This is an optimization exercise on Yosys and OpenROAD, whose aim is small area, a short achievable clock period and few clock cycles per item, not a production implementation. In this exercise RTL edits were held to simulation tests only and were not proved equivalent to the original. Power and IR-drop figures of this design are not reliable: the tool's default activity estimate is inflated in some of its runs.

==> inputs of job 7778 <==
// bc5_block_decoder
module bc5_block_decoder (
    input  wire         clk,
    input  wire         rst,
    input  wire         in_valid,
    output wire         in_ready,
    input  wire [63:0]  in_red,
    input  wire [63:0]  in_green,
    input  wire         in_normal,
    output wire         out_valid,
    input  wire         out_ready,
    output wire [383:0] out_rgb
);
export LEC_CHECK = 0
export ABC_AREA = 1
export CAP_MARGIN = 40
export CORE_MARGIN = 2
export CORE_UTILIZATION = 40
export SLEW_MARGIN = 60
create_clock -name core_clock -period 16.0 [get_ports {clk}]
run.sh (not shown) runs the stock make flow with config.mk's settings and CLKGATE_MAP_FILE= SYNTH_SCRIPT=/design/flow/synth_recipe.tcl, a recipe that flattens the netlist after the stock synthesis.
==> job 5901: changes against job 7778 <==
--- a/flow/design.v
+++ b/flow/design.v
@@ -1318,15 +1318,16 @@
                 f_nxA = {2'd1, ex, !ex[0] ? {1'b0, c[22:0]} : (~c[23:0] + 24'd1)};
             end else begin
                 shn = 6'd31 - ex;
                 ext = {c[23:0], 10'd0} >> shn;
                 q   = ext[33:10];
                 g   = ext[9];
                 st  = |ext[8:0];
-                dv  = {1'b0, ~q} + {24'd0, !(g & (st | q[0]))};
+                qr  = {1'b0, q} + {24'd0, g & (st | q[0])};
+                dv  = 25'h1000000 - qr;
                 f_nxA = {2'd2, 6'd31, dv[23:0]};
             end
         end
     endfunction
     function [30:0] f_nxB;
         input [31:0] v;
         begin
@@ -1392,89 +1393,15 @@
                 3'd4: cz = v[20];
                 default: cz = 1'b0;
             endcase
             near = (rm == {9'd0, r, 1'b0}) && !r[0] && cz;
             f_isqF = v[21] ? 8'd127 + n0 + {7'd0, near} : 8'd127;
         end
     endfunction
-    function [31:0] f_omA;
-        input [30:0] x;
-        reg [4:0]  shn;
-        reg [23:0] q;
-        reg        g, st;
-        reg [24:0] qr, dv;
-        reg [45:0] ext;
-        begin
-            if (!x[30] || x[29:24] == 6'd33) begin
-                f_omA = {2'd0, 6'd32, 24'h800000};
-            end else if (x[29:24] == 6'd32 || x[29:24] == 6'd31) begin
-                f_omA = {2'd1, x[29:24], !x[24] ? {1'b0, x[22:0]} : (~x[23:0] + 24'd1)};
-            end else begin
-                shn = 6'd31 - x[29:24];
-                ext = {x[23:0], 22'd0} >> shn;
-                q   = ext[45:22];
-                g   = ext[21];
-                st  = |ext[20:0];
-                dv  = {1'b0, ~q} + {24'd0, !(g & (st | q[0]))};
-                f_omA = {2'd2, 6'd31, dv[23:0]};
-            end
-        end
-    endfunction
-    function [17:0] f_isq4;
-        input [17:0] st;
-        input [7:0]  xb;
-        reg [7:0]  r;
-        reg [17:0] rm, tr;
-        integer i;
-        begin
-            r  = st[17:10];
-            rm = {8'd0, st[9:0]};
-            for (i = 3; i >= 0; i = i - 1) begin
-                rm = {rm[15:0], xb[2*i+1 -: 2]};
-                tr = {8'd0, r, 2'b01};
-                if (rm >= tr) begin
-                    rm = rm - tr;
-                    r  = {r[6:0], 1'b1};
-                end else begin
-                    r  = {r[6:0], 1'b0};
-                end
-            end
-            f_isq4 = {r, rm[9:0]};
-        end
-    endfunction
-    function [7:0] f_isqF1;
-        input [21:0] v;
-        input [17:0] h;
-        reg [7:0]  r;
-        reg [17:0] rm, tr;
-        reg [2:0]  dd;
-        reg        near, cz;
-        begin
-            r  = h[17:10];
-            rm = {6'd0, h[9:0], v[1:0]};
-            tr = {8'd0, r, 2'b01};
-            if (rm >= tr) begin
-                rm = rm - tr;
-                r  = {r[6:0], 1'b1};
-            end else begin
-                r  = {r[6:0], 1'b0};
-            end
-            dd = f_dtab(r[7:1]);
-            case (dd)
-                3'd1: cz = v[17];
-                3'd2: cz = v[18];
-                3'd3: cz = v[19];
-                3'd4: cz = v[20];
-                default: cz = 1'b0;
-            endcase
-            near = (rm == {9'd0, r, 1'b0}) && !r[0] && cz;
-            f_isqF1 = v[21] ? 8'd127 + {1'b0, r[7:1]} + {7'd0, r[0] | near} : 8'd127;
-        end
-    endfunction
-    localparam NST = 21;             
+    localparam NST = 20;             
     reg  [3:0]   fidx;               
     reg          fsrc;               
     reg  [1:0]   outst;              
     reg  [4:0]   cap;                
     reg  [63:0]  ir_red, ir_green;
     reg          ir_normal;
     reg  [NST-1:0] vld;
@@ -1669,30 +1596,30 @@
     reg [30:0] s8_c_r, s8_c_g;
     reg        s8_nm;
     always @(posedge clk) begin
         s8_c_r <= f_cfin(s7_s_r, s7_d_r, s7_k_r);
         s8_c_g <= f_cfin(s7_s_g, s7_d_g, s7_k_g);
         s8_nm  <= s7_nm;
     end
-    reg [30:0] s9_c_r, s9_c_g;
+    reg [7:0]  s9_q_r, s9_q_g;
     reg [31:0] s9_n_r, s9_n_g;
     reg        s9_nm;
     always @(posedge clk) begin
-        s9_c_r <= s8_c_r;
-        s9_c_g <= s8_c_g;
+        s9_q_r <= f_quant2(s8_c_r);
+        s9_q_g <= f_quant2(s8_c_g);
         s9_n_r <= f_nxA(s8_c_r);
         s9_n_g <= f_nxA(s8_c_g);
         s9_nm  <= s8_nm;
     end
     reg [7:0]  s10_q_r, s10_q_g;
     reg [30:0] s10_n_r, s10_n_g;
     reg        s10_nm;
     always @(posedge clk) begin
-        s10_q_r <= f_quant2(s9_c_r);
-        s10_q_g <= f_quant2(s9_c_g);
+        s10_q_r <= s9_q_r;
+        s10_q_g <= s9_q_g;
         s10_n_r <= f_nxB(s9_n_r);
         s10_n_g <= f_nxB(s9_n_g);
         s10_nm  <= s9_nm;
     end
     wire [47:0] sq_s_r, sq_c_r, sq_s_g, sq_c_g;
     sq24_csa u_sq_r (.x(s10_n_r[23:0]), .s(sq_s_r), .c(sq_c_r));
     sq24_csa u_sq_g (.x(s10_n_g[23:0]), .s(sq_s_g), .c(sq_c_g));
@@ -1725,81 +1652,70 @@
         s12_q_r <= s11_q_r;
         s12_q_g <= s11_q_g;
         s12_x   <= f_sqr_fin2(s11_n_r, sq_h_r);
         s12_y   <= f_sqr_fin2(s11_n_g, sq_h_g);
         s12_nm  <= s11_nm;
     end
     reg [7:0]  s13_q_r, s13_q_g;
-    reg [31:0] s13_ta;
-    reg [30:0] s13_y;
+    reg [30:0] s13_t, s13_y;
     reg        s13_nm;
     always @(posedge clk) begin
         s13_q_r <= s12_q_r;
         s13_q_g <= s12_q_g;
-        s13_ta  <= f_omA(s12_x);
+        s13_t   <= f_om2(s12_x);
         s13_y   <= s12_y;
         s13_nm  <= s12_nm;
     end
     reg [7:0]  s14_q_r, s14_q_g;
-    reg [30:0] s14_t, s14_y;
+    reg [33:0] s14_ra;
     reg        s14_nm;
     always @(posedge clk) begin
         s14_q_r <= s13_q_r;
         s14_q_g <= s13_q_g;
-        s14_t   <= f_nxB(s13_ta);
-        s14_y   <= s13_y;
+        s14_ra  <= f_rad_a(s13_t, s13_y);
         s14_nm  <= s13_nm;
     end
     reg [7:0]  s15_q_r, s15_q_g;
-    reg [33:0] s15_ra;
+    reg [31:0] s15_rad;
     reg        s15_nm;
     always @(posedge clk) begin
         s15_q_r <= s14_q_r;
         s15_q_g <= s14_q_g;
-        s15_ra  <= f_rad_a(s14_t, s14_y);
+        s15_rad <= f_rad_b(s14_ra);
         s15_nm  <= s14_nm;
     end
     reg [7:0]  s16_q_r, s16_q_g;
-    reg [31:0] s16_rad;
+    reg [21:0] s16_b;
     reg        s16_nm;
     always @(posedge clk) begin
         s16_q_r <= s15_q_r;
         s16_q_g <= s15_q_g;
-        s16_rad <= f_rad_b(s15_ra);
+        s16_b   <= f_blue_a(s15_rad[31], s15_rad[30:0]);
         s16_nm  <= s15_nm;
     end
-    reg [7:0]  s17_q_r, s17_q_g;
-    reg [21:0] s17_b;
-    reg        s17_nm;
+    reg [7:0]  s17_q_r, s17_q_g, s18_q_r, s18_q_g;
+    reg [21:0] s17_b, s18_b;
+    reg [17:0] s17_h, s18_h;
+    reg        s17_nm, s18_nm;
     always @(posedge clk) begin
         s17_q_r <= s16_q_r;
         s17_q_g <= s16_q_g;
-        s17_b   <= f_blue_a(s16_rad[31], s16_rad[30:0]);
+        s17_b   <= s16_b;
+        s17_h   <= f_isq3(18'd0, s16_b[15:10]);
         s17_nm  <= s16_nm;
-    end
-    reg [7:0]  s18_q_r, s18_q_g, s19_q_r, s19_q_g;
-    reg [21:0] s18_b, s19_b;
-    reg [17:0] s18_h, s19_h;
-    reg        s18_nm, s19_nm;
-    always @(posedge clk) begin
         s18_q_r <= s17_q_r;
         s18_q_g <= s17_q_g;
         s18_b   <= s17_b;
-        s18_h   <= f_isq4(18'd0, s17_b[15:8]);
+        s18_h   <= f_isq3(s17_h, s17_b[9:4]);
         s18_nm  <= s17_nm;
-        s19_q_r <= s18_q_r;
-        s19_q_g <= s18_q_g;
-        s19_b   <= s18_b;
-        s19_h   <= f_isq3(s18_h, s18_b[7:2]);
-        s19_nm  <= s18_nm;
     end
-    reg [23:0] s20_res;
+    reg [23:0] s19_res;
     always @(posedge clk)
-        s20_res <= {s19_nm ? f_isqF1(s19_b, s19_h) : 8'd0, s19_q_g, s19_q_r};
-    wire [23:0] res = s20_res;
+        s19_res <= {s18_nm ? f_isqF(s18_b, s18_h) : 8'd0, s18_q_g, s18_q_r};
+    wire [23:0] res = s19_res;
 endmodule
 module sq24_csa (
     input  wire [23:0] x,
     output wire [47:0] s,
     output wire [47:0] c
 );
     wire w1 = (x[0] & x[17]) ^ (x[1] & x[16]);
==> job 7049: changes against job 7778 <==
--- a/flow/design.v
+++ b/flow/design.v
@@ -1318,15 +1318,16 @@
                 f_nxA = {2'd1, ex, !ex[0] ? {1'b0, c[22:0]} : (~c[23:0] + 24'd1)};
             end else begin
                 shn = 6'd31 - ex;
                 ext = {c[23:0], 10'd0} >> shn;
                 q   = ext[33:10];
                 g   = ext[9];
                 st  = |ext[8:0];
-                dv  = {1'b0, ~q} + {24'd0, !(g & (st | q[0]))};
+                qr  = {1'b0, q} + {24'd0, g & (st | q[0])};
+                dv  = 25'h1000000 - qr;
                 f_nxA = {2'd2, 6'd31, dv[23:0]};
             end
         end
     endfunction
     function [30:0] f_nxB;
         input [31:0] v;
         begin
@@ -1392,89 +1393,15 @@
                 3'd4: cz = v[20];
                 default: cz = 1'b0;
             endcase
             near = (rm == {9'd0, r, 1'b0}) && !r[0] && cz;
             f_isqF = v[21] ? 8'd127 + n0 + {7'd0, near} : 8'd127;
         end
     endfunction
-    function [31:0] f_omA;
-        input [30:0] x;
-        reg [4:0]  shn;
-        reg [23:0] q;
-        reg        g, st;
-        reg [24:0] qr, dv;
-        reg [45:0] ext;
-        begin
-            if (!x[30] || x[29:24] == 6'd33) begin
-                f_omA = {2'd0, 6'd32, 24'h800000};
-            end else if (x[29:24] == 6'd32 || x[29:24] == 6'd31) begin
-                f_omA = {2'd1, x[29:24], !x[24] ? {1'b0, x[22:0]} : (~x[23:0] + 24'd1)};
-            end else begin
-                shn = 6'd31 - x[29:24];
-                ext = {x[23:0], 22'd0} >> shn;
-                q   = ext[45:22];
-                g   = ext[21];
-                st  = |ext[20:0];
-                dv  = {1'b0, ~q} + {24'd0, !(g & (st | q[0]))};
-                f_omA = {2'd2, 6'd31, dv[23:0]};
-            end
-        end
-    endfunction
-    function [17:0] f_isq4;
-        input [17:0] st;
-        input [7:0]  xb;
-        reg [7:0]  r;
-        reg [17:0] rm, tr;
-        integer i;
-        begin
-            r  = st[17:10];
-            rm = {8'd0, st[9:0]};
-            for (i = 3; i >= 0; i = i - 1) begin
-                rm = {rm[15:0], xb[2*i+1 -: 2]};
-                tr = {8'd0, r, 2'b01};
-                if (rm >= tr) begin
-                    rm = rm - tr;
-                    r  = {r[6:0], 1'b1};
-                end else begin
-                    r  = {r[6:0], 1'b0};
-                end
-            end
-            f_isq4 = {r, rm[9:0]};
-        end
-    endfunction
-    function [7:0] f_isqF1;
-        input [21:0] v;
-        input [17:0] h;
-        reg [7:0]  r;
-        reg [17:0] rm, tr;
-        reg [2:0]  dd;
-        reg        near, cz;
-        begin
-            r  = h[17:10];
-            rm = {6'd0, h[9:0], v[1:0]};
-            tr = {8'd0, r, 2'b01};
-            if (rm >= tr) begin
-                rm = rm - tr;
-                r  = {r[6:0], 1'b1};
-            end else begin
-                r  = {r[6:0], 1'b0};
-            end
-            dd = f_dtab(r[7:1]);
-            case (dd)
-                3'd1: cz = v[17];
-                3'd2: cz = v[18];
-                3'd3: cz = v[19];
-                3'd4: cz = v[20];
-                default: cz = 1'b0;
-            endcase
-            near = (rm == {9'd0, r, 1'b0}) && !r[0] && cz;
-            f_isqF1 = v[21] ? 8'd127 + {1'b0, r[7:1]} + {7'd0, r[0] | near} : 8'd127;
-        end
-    endfunction
-    localparam NST = 21;             
+    localparam NST = 20;             
     reg  [3:0]   fidx;               
     reg          fsrc;               
     reg  [1:0]   outst;              
     reg  [4:0]   cap;                
     reg  [63:0]  ir_red, ir_green;
     reg          ir_normal;
     reg  [NST-1:0] vld;
@@ -1669,30 +1596,30 @@
     reg [30:0] s8_c_r, s8_c_g;
     reg        s8_nm;
     always @(posedge clk) begin
         s8_c_r <= f_cfin(s7_s_r, s7_d_r, s7_k_r);
         s8_c_g <= f_cfin(s7_s_g, s7_d_g, s7_k_g);
         s8_nm  <= s7_nm;
     end
-    reg [30:0] s9_c_r, s9_c_g;
+    reg [7:0]  s9_q_r, s9_q_g;
     reg [31:0] s9_n_r, s9_n_g;
     reg        s9_nm;
     always @(posedge clk) begin
-        s9_c_r <= s8_c_r;
-        s9_c_g <= s8_c_g;
+        s9_q_r <= f_quant2(s8_c_r);
+        s9_q_g <= f_quant2(s8_c_g);
         s9_n_r <= f_nxA(s8_c_r);
         s9_n_g <= f_nxA(s8_c_g);
         s9_nm  <= s8_nm;
     end
     reg [7:0]  s10_q_r, s10_q_g;
     reg [30:0] s10_n_r, s10_n_g;
     reg        s10_nm;
     always @(posedge clk) begin
-        s10_q_r <= f_quant2(s9_c_r);
-        s10_q_g <= f_quant2(s9_c_g);
+        s10_q_r <= s9_q_r;
+        s10_q_g <= s9_q_g;
         s10_n_r <= f_nxB(s9_n_r);
         s10_n_g <= f_nxB(s9_n_g);
         s10_nm  <= s9_nm;
     end
     wire [47:0] sq_s_r, sq_c_r, sq_s_g, sq_c_g;
     sq24_csa u_sq_r (.x(s10_n_r[23:0]), .s(sq_s_r), .c(sq_c_r));
     sq24_csa u_sq_g (.x(s10_n_g[23:0]), .s(sq_s_g), .c(sq_c_g));
@@ -1725,81 +1652,70 @@
         s12_q_r <= s11_q_r;
         s12_q_g <= s11_q_g;
         s12_x   <= f_sqr_fin2(s11_n_r, sq_h_r);
         s12_y   <= f_sqr_fin2(s11_n_g, sq_h_g);
         s12_nm  <= s11_nm;
     end
     reg [7:0]  s13_q_r, s13_q_g;
-    reg [31:0] s13_ta;
-    reg [30:0] s13_y;
+    reg [30:0] s13_t, s13_y;
     reg        s13_nm;
     always @(posedge clk) begin
         s13_q_r <= s12_q_r;
         s13_q_g <= s12_q_g;
-        s13_ta  <= f_omA(s12_x);
+        s13_t   <= f_om2(s12_x);
         s13_y   <= s12_y;
         s13_nm  <= s12_nm;
     end
     reg [7:0]  s14_q_r, s14_q_g;
-    reg [30:0] s14_t, s14_y;
+    reg [33:0] s14_ra;
     reg        s14_nm;
     always @(posedge clk) begin
         s14_q_r <= s13_q_r;
         s14_q_g <= s13_q_g;
-        s14_t   <= f_nxB(s13_ta);
-        s14_y   <= s13_y;
+        s14_ra  <= f_rad_a(s13_t, s13_y);
         s14_nm  <= s13_nm;
     end
     reg [7:0]  s15_q_r, s15_q_g;
-    reg [33:0] s15_ra;
+    reg [31:0] s15_rad;
     reg        s15_nm;
     always @(posedge clk) begin
         s15_q_r <= s14_q_r;
         s15_q_g <= s14_q_g;
-        s15_ra  <= f_rad_a(s14_t, s14_y);
+        s15_rad <= f_rad_b(s14_ra);
         s15_nm  <= s14_nm;
     end
     reg [7:0]  s16_q_r, s16_q_g;
-    reg [31:0] s16_rad;
+    reg [21:0] s16_b;
     reg        s16_nm;
     always @(posedge clk) begin
         s16_q_r <= s15_q_r;
         s16_q_g <= s15_q_g;
-        s16_rad <= f_rad_b(s15_ra);
+        s16_b   <= f_blue_a(s15_rad[31], s15_rad[30:0]);
         s16_nm  <= s15_nm;
     end
-    reg [7:0]  s17_q_r, s17_q_g;
-    reg [21:0] s17_b;
-    reg        s17_nm;
+    reg [7:0]  s17_q_r, s17_q_g, s18_q_r, s18_q_g;
+    reg [21:0] s17_b, s18_b;
+    reg [17:0] s17_h, s18_h;
+    reg        s17_nm, s18_nm;
     always @(posedge clk) begin
         s17_q_r <= s16_q_r;
         s17_q_g <= s16_q_g;
-        s17_b   <= f_blue_a(s16_rad[31], s16_rad[30:0]);
+        s17_b   <= s16_b;
+        s17_h   <= f_isq3(18'd0, s16_b[15:10]);
         s17_nm  <= s16_nm;
-    end
-    reg [7:0]  s18_q_r, s18_q_g, s19_q_r, s19_q_g;
-    reg [21:0] s18_b, s19_b;
-    reg [17:0] s18_h, s19_h;
-    reg        s18_nm, s19_nm;
-    always @(posedge clk) begin
         s18_q_r <= s17_q_r;
         s18_q_g <= s17_q_g;
         s18_b   <= s17_b;
-        s18_h   <= f_isq4(18'd0, s17_b[15:8]);
+        s18_h   <= f_isq3(s17_h, s17_b[9:4]);
         s18_nm  <= s17_nm;
-        s19_q_r <= s18_q_r;
-        s19_q_g <= s18_q_g;
-        s19_b   <= s18_b;
-        s19_h   <= f_isq3(s18_h, s18_b[7:2]);
-        s19_nm  <= s18_nm;
     end
-    reg [23:0] s20_res;
+    reg [23:0] s19_res;
     always @(posedge clk)
-        s20_res <= {s19_nm ? f_isqF1(s19_b, s19_h) : 8'd0, s19_q_g, s19_q_r};
-    wire [23:0] res = s20_res;
+        s19_res <= {s18_nm ? f_isqF(s18_b, s18_h) : 8'd0, s18_q_g, s18_q_r};
+    wire [23:0] res = s19_res;
 endmodule
 module sq24_csa (
     input  wire [23:0] x,
     output wire [47:0] s,
     output wire [47:0] c
 );
     wire w1 = (x[0] & x[17]) ^ (x[1] & x[16]);
CAP_MARGIN = 60   (was 40)
SLEW_MARGIN = 85   (was 60)
==> qor summary <==
Power per cell area: job 5901 335 nW/µm²; job 7049 362 nW/µm²; job 7778 326 nW/µm²
Total number of multi-input combinational cells: job 5901 12.2k; job 7049 12.2k; job 7778 12.0k
Die ar.: job 5901 336000 µm²; job 7049 336000 µm²; job 7778 340000 µm²
Clock network share of area: job 5901 0.0519; job 7049 0.0442; job 7778 0.0549
Area fraction of the dominant cell type after synthesis: job 5901 0.234; job 7049 0.234; job 7778 0.250
Die H: job 5901 580 µm; job 7049 580 µm; job 7778 583 µm
Non-clock inverter instance count of the final layout: job 5901 2962; job 7049 2962; job 7778 2959
Data arrival time of the critical path: job 5901 7.31 ns; job 7049 9.58 ns; job 7778 8.14 ns
Wire length of the first global-routing pass: job 5901 581 mm; job 7049 612 mm; job 7778 573 mm
Worst setup skew after layout: job 5901 0.0758 ns; job 7049 0.0690 ns; job 7778 0.0670 ns
FF-to-FF Start: job 5901 s8_c_g[25]; job 7049 s13_t[24]; job 7778 s18_h[10]
Xor-xnor portion of the synthesized cell area: job 5901 0.0441; job 7049 0.0441; job 7778 0.0439
Number of logic stages on the critical path including buffering: job 5901 34; job 7049 32; job 7778 37
Fraction of synthesized area in multiplexers: job 5901 0.00989; job 7049 0.00989; job 7778 0.0102
Cells on worst reg2reg path: job 5901 34; job 7049 32; job 7778 37
Met2 wire length: job 5901 168 mm; job 7049 186 mm; job 7778 169 mm
Combinational power share: job 5901 0.722; job 7049 0.776; job 7778 0.701
Run status: job 5901 complete, no violations; job 7049 complete, no violations; job 7778 complete, no violations
Sink count of the clock tree: job 5901 2064; job 7049 2064; job 7778 2192
Master of the slowest instance on the critical path: job 5901 ha_2; job 7049 clkdlybuf4s50_1; job 7778 inv_1
Slack of the worst reg-to-reg path: job 5901 9.50 ns; job 7049 7.27 ns; job 7778 8.68 ns
Clock buffer count from CTS: job 5901 223; job 7049 225; job 7778 241
Area fraction in and, or, nand and nor cells after synthesis: job 5901 0.210; job 7049 0.210; job 7778 0.210
Net count reported at finish: job 5901 19.4k; job 7049 20.3k; job 7778 19.4k
Fraction of the mapped netlist area in compound gates: job 5901 0.142; job 7049 0.142; job 7778 0.135
Testbench counts of job 7778, summed over its fixed seeds: cycles 7,856, items 480.
Testbench counts of job 5901, summed over its fixed seeds: cycles 7,848, items 480.
Testbench counts of job 7049, summed over its fixed seeds: cycles 7,848, items 480.

## port drivers added, routing unchanged
Ports are ideal in the flow. The routed layouts listed here were re-timed in OpenROAD. Step 1 assumes that a clkbuf_16 drives the clock port and a buf_2 every other input. Step 2 adds t to the input delays and takes it off the output delays; t is the mean of the earliest and latest rising clock arrival at the registers after step 1. Input paths then give back, and output paths get back, about the clock's delay inside the block. a / b / c = ideal ports / drivers / drivers and shift; a / b = the first two.
| run | t (ns) | setup slack, ns | worst hold slack (ns) | slew at the worst register clock pin (ns) | pins driven straight from the clock port |
|---|---|---|---|---|---|
| job 7778 | 1.022 | 8.676 / 8.676 / 8.676 | 0.296 / 0.296 / 0.296 | 0.08 / 0.08 | 1 |
| job 5901 | 1.002 | 9.498 / 9.498 / 9.435 | 0.313 / 0.313 / 0.313 | 0.07 / 0.07 | 1 |
| job 7049 | 1.002 | 7.273 / 7.273 / 7.273 | 0.296 / 0.296 / 0.296 | 0.07 / 0.07 | 1 |
After both steps setup and hold are still met in every run listed. For job 5901, which loses most, drivers alone change the setup slack by 0.000 ns; drivers and shift together by -0.063 ns.
